Context: an optimization exercise on an open-source flow, tuned for small area, a short achievable clock period and few clock cycles. The choices shown serve that exercise and are no tape-out recipe. Function was checked by simulation only, so behaviour that the tests miss may differ from the original. The flow treats the clock pin as an ideal source, which a real chip does not have. Power figures rest on the tool's default switching activity, not on a simulated workload.

== run F ==
Design rspf_deframer, start of the top module:
module rspf_deframer #(
    parameter MAX_FRAME   = 132,
    parameter MAX_PAYLOAD = 128
) (
    input  wire       clk,
    input  wire       rst,
    input  wire       in_valid,
    input  wire [7:0] in_data,
    output wire       in_ready,
    output reg        ev_valid,
    input  wire       ev_ready,
    output reg  [2:0] ev_kind,
    output reg  [7:0] ev_data
);
clock: 5.5 ns
lec_check: 0
cap_margin: 20
core_margin: 2
core_utilization: 40
cts_cluster_diameter: 80
cts_cluster_size: 22
place_density: 0.6
setup_slack_margin: 2.7
slew_margin: 20
tns_end_percent: 100
run.sh (not shown) runs the stock make flow with config.mk's settings and CLKGATE_MAP_FILE= SYNTH_SCRIPT=/design/flow/synth_recipe.tcl, a recipe that flattens the netlist after the stock synthesis.
Run F finished end to end and its layout was clean on timing, DRC and antenna.
Testbench counts of run F, summed over its fixed seeds: cycles 10,100.
--- input diff run F..run C ---
==> flow/flow/run.sh (new file) <==
#!/bin/bash
# The standard layout, with one more setup-repair pass after clock tree
# synthesis (ORFS's own pass there only resizes within a cell footprint and
# stops early). Each tool's output goes to a log of its own in this folder.
set -euo pipefail
R=orfs/results/${FLOW_PLATFORM}/rspf_deframer/base
bash standard.sh cts > flow_std_cts.log 2>&1
REPAIR_ODB=$R/4_cts.odb REPAIR_SDC=$R/4_cts.sdc REPAIR_MARGIN=3.0 \
    openroad -no_init -exit flow/repair.tcl > flow_repair.log 2>&1
bash standard.sh finish > flow_std_finish.log 2>&1
test -f out/final.def
==> flow/flow/repair.tcl (new file) <==
# One setup-repair pass on the clock-tree-synthesised layout, then legalise.
set plat $::env(FLOW_HOME)/platforms/$::env(FLOW_PLATFORM)
read_liberty $plat/lib/sky130_fd_sc_hd__tt_025C_1v80.lib
read_db $::env(REPAIR_ODB)
read_sdc $::env(REPAIR_SDC)
source $plat/setRC.tcl
set_dont_use [list sky130_fd_sc_hd__probe_p_8 sky130_fd_sc_hd__probec_p_8 sky130_fd_sc_hd__lpflow_*]
estimate_parasitics -placement
report_worst_slack
report_design_area
repair_timing -setup -setup_margin $::env(REPAIR_MARGIN) -repair_tns 100 -verbose
set_placement_padding -global -left 0 -right 0
detailed_placement
check_placement -verbose
estimate_parasitics -placement
report_worst_slack
report_design_area
write_db $::env(REPAIR_ODB)
==> flow/standard.sh (new file) <==
#!/bin/bash
# synth_recipe.tcl (not shown) runs the flow's synth.tcl, then flattens the netlist and writes it again
# the make line also repeats each setting of config.mk as NAME=value (left out here)
make -C /OpenROAD-flow-scripts/flow DESIGN_CONFIG=/design/flow/config.mk WORK_HOME=/design/flow/orfs CLKGATE_MAP_FILE= SYNTH_SCRIPT=/design/flow/synth_recipe.tcl "${@:-finish}"
removed: flow/run.sh
[summary]
Delta (run C minus run F): first-iteration DRC count higher, transition time at the pin with the least slew margin dropped 0.045 ns, post-route cell area went up by about 1.7%, highest ir drop seen on vdd held steady.
Relative to run F, the met2 routed wirelength measured on run C has increased by a few percent.
Worst hold margin in run C vs run F: up 0.032 ns
Comparing non-clock buffer count for run C and run F, the bigger number came from run C.
Sort run C and run F by fraction of area in non-clock buffers asc -> top: run F

========
main:
rspf_deframer, a different RTL version from the one above (not shown whole).
Size in the first run: roughly 3200 cells after synthesis, roughly 1300 flip-flops, roughly 52000 µm² of cells after synthesis.
Settings: LEC_CHECK=0, CAP_MARGIN=20, CORE_MARGIN=2, CORE_UTILIZATION=40, CTS_CLUSTER_DIAMETER=80, CTS_CLUSTER_SIZE=22, PLACE_DENSITY=0.6, SETUP_SLACK_MARGIN=2.7, SLEW_MARGIN=20, TNS_END_PERCENT=100; clock period 5.5 ns.
Stock flow here: none of the scripts above is used.
Testbench counts of main, summed over its fixed seeds: cycles 10,100.
What the feature branch does differently from main at the input level:
==> flow/flow/run.sh (new file) <==
#!/bin/bash
# The standard layout, with one more setup-repair pass after clock tree
# synthesis (ORFS's own pass there only resizes within a cell footprint and
# stops early). Each tool's output goes to a log of its own in this folder.
set -euo pipefail
R=orfs/results/${FLOW_PLATFORM}/rspf_deframer/base
bash standard.sh cts > flow_std_cts.log 2>&1
REPAIR_ODB=$R/4_cts.odb REPAIR_SDC=$R/4_cts.sdc REPAIR_MARGIN=3.0 \
    openroad -no_init -exit flow/repair.tcl > flow_repair.log 2>&1
bash standard.sh finish > flow_std_finish.log 2>&1
test -f out/final.def
==> flow/flow/repair.tcl (new file) <==
# One setup-repair pass on the clock-tree-synthesised layout, then legalise.
set plat $::env(FLOW_HOME)/platforms/$::env(FLOW_PLATFORM)
read_liberty $plat/lib/sky130_fd_sc_hd__tt_025C_1v80.lib
read_db $::env(REPAIR_ODB)
read_sdc $::env(REPAIR_SDC)
source $plat/setRC.tcl
set_dont_use [list sky130_fd_sc_hd__probe_p_8 sky130_fd_sc_hd__probec_p_8 sky130_fd_sc_hd__lpflow_*]
estimate_parasitics -placement
report_worst_slack
report_design_area
repair_timing -setup -setup_margin $::env(REPAIR_MARGIN) -repair_tns 100 -verbose
set_placement_padding -global -left 0 -right 0
detailed_placement
check_placement -verbose
estimate_parasitics -placement
report_worst_slack
report_design_area
write_db $::env(REPAIR_ODB)
==> flow/standard.sh (new file) <==
#!/bin/bash
# synth_recipe.tcl (not shown) runs the flow's synth.tcl, then flattens the netlist and writes it again
# the make line also repeats each setting of config.mk as NAME=value (left out here)
make -C /OpenROAD-flow-scripts/flow DESIGN_CONFIG=/design/flow/config.mk WORK_HOME=/design/flow/orfs CLKGATE_MAP_FILE= SYNTH_SCRIPT=/design/flow/synth_recipe.tcl "${@:-finish}"
removed: flow/run.sh
- Changes observed in the feature branch relative to main: top achievable clock speed climbed 0.67%, hold slack dropped 0.0055 ns, fraction of met1 tracks used by global routing climbed 0.53 points, clock-buffer cell count barely changed, post-route worst setup slack climbed 0.018 ns.
- In the metrics for the feature branch and main, the one carrying the higher number of cells in the finished layout apart from fillers is the feature branch.
- a221oi_1 as the master of the slowest instance on the critical path was reported by main, and dfxtp_4 by the feature branch.
- Sort the feature branch and main by register-to-register path setup slack asc -> top: main

========
## build 87
rspf_deframer, a different RTL version from the one above (not shown whole).
Size: ~1300 flip-flops, roughly 0.052 sq mm of cells after synthesis.
Settings: LEC_CHECK=0, CAP_MARGIN=20, CORE_MARGIN=2, CORE_UTILIZATION=40, CTS_CLUSTER_DIAMETER=90, CTS_CLUSTER_SIZE=26, PLACE_DENSITY=0.6, SETUP_SLACK_MARGIN=2.7, SLEW_MARGIN=20, TNS_END_PERCENT=100; clock period 5.5 ns.
Stock flow here: none of the scripts above is used.
Build 87 was carried through to the last stage, and its layout satisfied the timing, design-rule and antenna checks.
Testbench counts of build 87, summed over its fixed seeds: cycles 10,100.
For build 16, these inputs were changed with respect to build 87:
--- a/flow/config.mk
+++ b/flow/config.mk
@@ -11,2 +11,2 @@
-export CTS_CLUSTER_DIAMETER = 90
-export CTS_CLUSTER_SIZE = 26
+export CTS_CLUSTER_DIAMETER = 80
+export CTS_CLUSTER_SIZE = 22
Findings:
- Power of build 16 exceeds that of build 87 by a few percent.
- Build 16 ends up with higher count of non-CTS buffers in the layout than build 87 does.
- Going from build 87 to build 16, post-cts sizing count has increased, number of detailed-routing iterations run before antenna repair rose by 2.
- From build 87 to build 16 the numbers moved as follows: portion of total power attributed to sequential cells shrank by 2.3 points, delay of the slowest critical-path stage stayed essentially flat, routed wire length did not really move.
Input changes introduced in build 70 (baseline for comparison: build 16):
==> flow/flow/run.sh (new file) <==
#!/bin/bash
# The standard layout, with one more setup-repair pass after clock tree
# synthesis (ORFS's own pass there only resizes within a cell footprint and
# stops early). Each tool's output goes to a log of its own in this folder.
set -euo pipefail
R=orfs/results/${FLOW_PLATFORM}/rspf_deframer/base
bash standard.sh cts > flow_std_cts.log 2>&1
REPAIR_ODB=$R/4_cts.odb REPAIR_SDC=$R/4_cts.sdc REPAIR_MARGIN=3.0 \
    openroad -no_init -exit flow/repair.tcl > flow_repair.log 2>&1
bash standard.sh finish > flow_std_finish.log 2>&1
test -f out/final.def
==> flow/flow/repair.tcl (new file) <==
# One setup-repair pass on the clock-tree-synthesised layout, then legalise.
set plat $::env(FLOW_HOME)/platforms/$::env(FLOW_PLATFORM)
read_liberty $plat/lib/sky130_fd_sc_hd__tt_025C_1v80.lib
read_db $::env(REPAIR_ODB)
read_sdc $::env(REPAIR_SDC)
source $plat/setRC.tcl
set_dont_use [list sky130_fd_sc_hd__probe_p_8 sky130_fd_sc_hd__probec_p_8 sky130_fd_sc_hd__lpflow_*]
estimate_parasitics -placement
report_worst_slack
report_design_area
repair_timing -setup -setup_margin $::env(REPAIR_MARGIN) -repair_tns 100 -verbose
set_placement_padding -global -left 0 -right 0
detailed_placement
check_placement -verbose
estimate_parasitics -placement
report_worst_slack
report_design_area
write_db $::env(REPAIR_ODB)
==> flow/standard.sh (new file) <==
#!/bin/bash
# synth_recipe.tcl (not shown) runs the flow's synth.tcl, then flattens the netlist and writes it again
# the make line also repeats each setting of config.mk as NAME=value (left out here)
make -C /OpenROAD-flow-scripts/flow DESIGN_CONFIG=/design/flow/config.mk WORK_HOME=/design/flow/orfs CLKGATE_MAP_FILE= SYNTH_SCRIPT=/design/flow/synth_recipe.tcl "${@:-finish}"
--- a/flow/config.mk
+++ b/flow/config.mk
@@ -11,2 +11,2 @@
-export CTS_CLUSTER_DIAMETER = 80
-export CTS_CLUSTER_SIZE = 22
+export CTS_CLUSTER_DIAMETER = 90
+export CTS_CLUSTER_SIZE = 26
removed: flow/run.sh
[summary]
Diff build 70 and build 16: part of the power in the clock network higher in build 16
Build 70: sequential share of layout area is 0.47 points lower than what build 16 reported.
Re routed length per instance: build 16 was lower than build 70.
| multi-input gate share of total cell area | higher: build 70 |
What build 4 does differently from build 70 at the input level:
--- a/flow/flow/run.sh
+++ b/flow/flow/run.sh
@@ -4 +4,3 @@
-# stops early). Each tool's output goes to a log of its own in this folder.
+# stops early), and global routing's repair, which sees the routed wires,
+# free to resize across footprints and aiming at the same margin as that
+# pass. Each tool's output goes to a log of its own in this folder.
@@ -10 +12 @@
-bash standard.sh finish > flow_std_finish.log 2>&1
+bash standard.sh MATCH_CELL_FOOTPRINT=0 SETUP_SLACK_MARGIN=3.0 finish > flow_std_finish.log 2>&1
[summary]
Run comparison: build 70 master of the slowest instance on the critical path sky130_fd_sc_hd__nand4_1; build 4 master of the slowest instance on the critical path sky130_fd_sc_hd__edfxtp_1
On via count normalized by instance count, build 4 and build 70 are basically level.
Looking at detailed-routing wirelength on met1, build 4 sits about 1.3% above build 70.
Build 4 finished all stages; the layout is clean.
Per the comparison of build 4 with build 70, overall via count from detail_route now sits higher; worst path required time now sits higher; total leakage power now sits higher.
Relative to build 70, number of logic stages on the critical path including buffering has increased by 3 in build 4.
NOTE: per-cell routed wire length in build 4 exceeds that of build 70
Diff build 70 -> build 4: detailed-route wire length climbed about 1.7%, number of non-clock buffers in the layout climbed about 40%, layout overhead on the synthesized area climbed 2.4 points, endpoint arrival time on the critical path climbed 170 ps.
Edits applied to the flow inputs when going from build 4 to build 31:
--- a/flow/flow/run.sh
+++ b/flow/flow/run.sh
@@ -4,3 +4 @@
-# stops early), and global routing's repair, which sees the routed wires,
-# free to resize across footprints and aiming at the same margin as that
-# pass. Each tool's output goes to a log of its own in this folder.
+# stops early). Each tool's output goes to a log of its own in this folder.
@@ -12 +10 @@
-bash standard.sh MATCH_CELL_FOOTPRINT=0 SETUP_SLACK_MARGIN=3.0 finish > flow_std_finish.log 2>&1
+bash standard.sh finish > flow_std_finish.log 2>&1
--- a/flow/config.mk
+++ b/flow/config.mk
@@ -11,2 +11,2 @@
-export CTS_CLUSTER_DIAMETER = 90
-export CTS_CLUSTER_SIZE = 26
+export CTS_CLUSTER_DIAMETER = 80
+export CTS_CLUSTER_SIZE = 22
Findings:
Build 31 reached the end of the flow, and the finished layout is clean on the timing, design-rule and antenna checks.
[compare] base=build 4 new=build 31: clock power increased 12%; core utilization of the finished layout decreased 0.65 points; count of placed standard cells in the final layout, fillers left out decreased about 1.1%.
Comparing build 31 with build 4, the mux contribution to synthesized area came out essentially unchanged.

## what the ideal ports hide
The flow's constraints put no driver on any port. The routed layouts listed below were extracted and timed again, unchanged, in two steps. Step 1 sets driving cells, clkbuf_16 on the clock port and buf_2 on the other inputs (assumed; they add their load-dependent delay and slew). Step 2, shift: input delay + t, output delay - t, t = (earliest + latest rising clock arrival at the registers) / 2. This alone moves slack from input paths to output paths. Three values: ideal ports, drivers, drivers and shift; two values: the first two.
run	t, ns	setup slack, ns	worst setup path at the end
run F	0.730	2.592 / 2.592 / 2.086	input to register
run C	0.730	2.788 / 2.788 / 2.283	input to register
main	0.726	2.754 / 2.687 / 2.123	input to register
the feature branch	0.730	2.772 / 2.772 / 2.243	input to register
build 87	0.776	2.671 / 2.666 / 2.106	input to register
build 16	0.733	2.636 / 2.636 / 2.116	input to register
build 70	0.769	2.815 / 2.815 / 2.200	input to register
build 4	0.772	2.786 / 2.786 / 2.348	input to register
build 31	0.736	2.806 / 2.806 / 2.259	input to register
After both steps setup and hold are still met in every run listed. The setup slack of main, which loses most, moves by -0.067 ns with the drivers and by -0.631 ns with both steps.
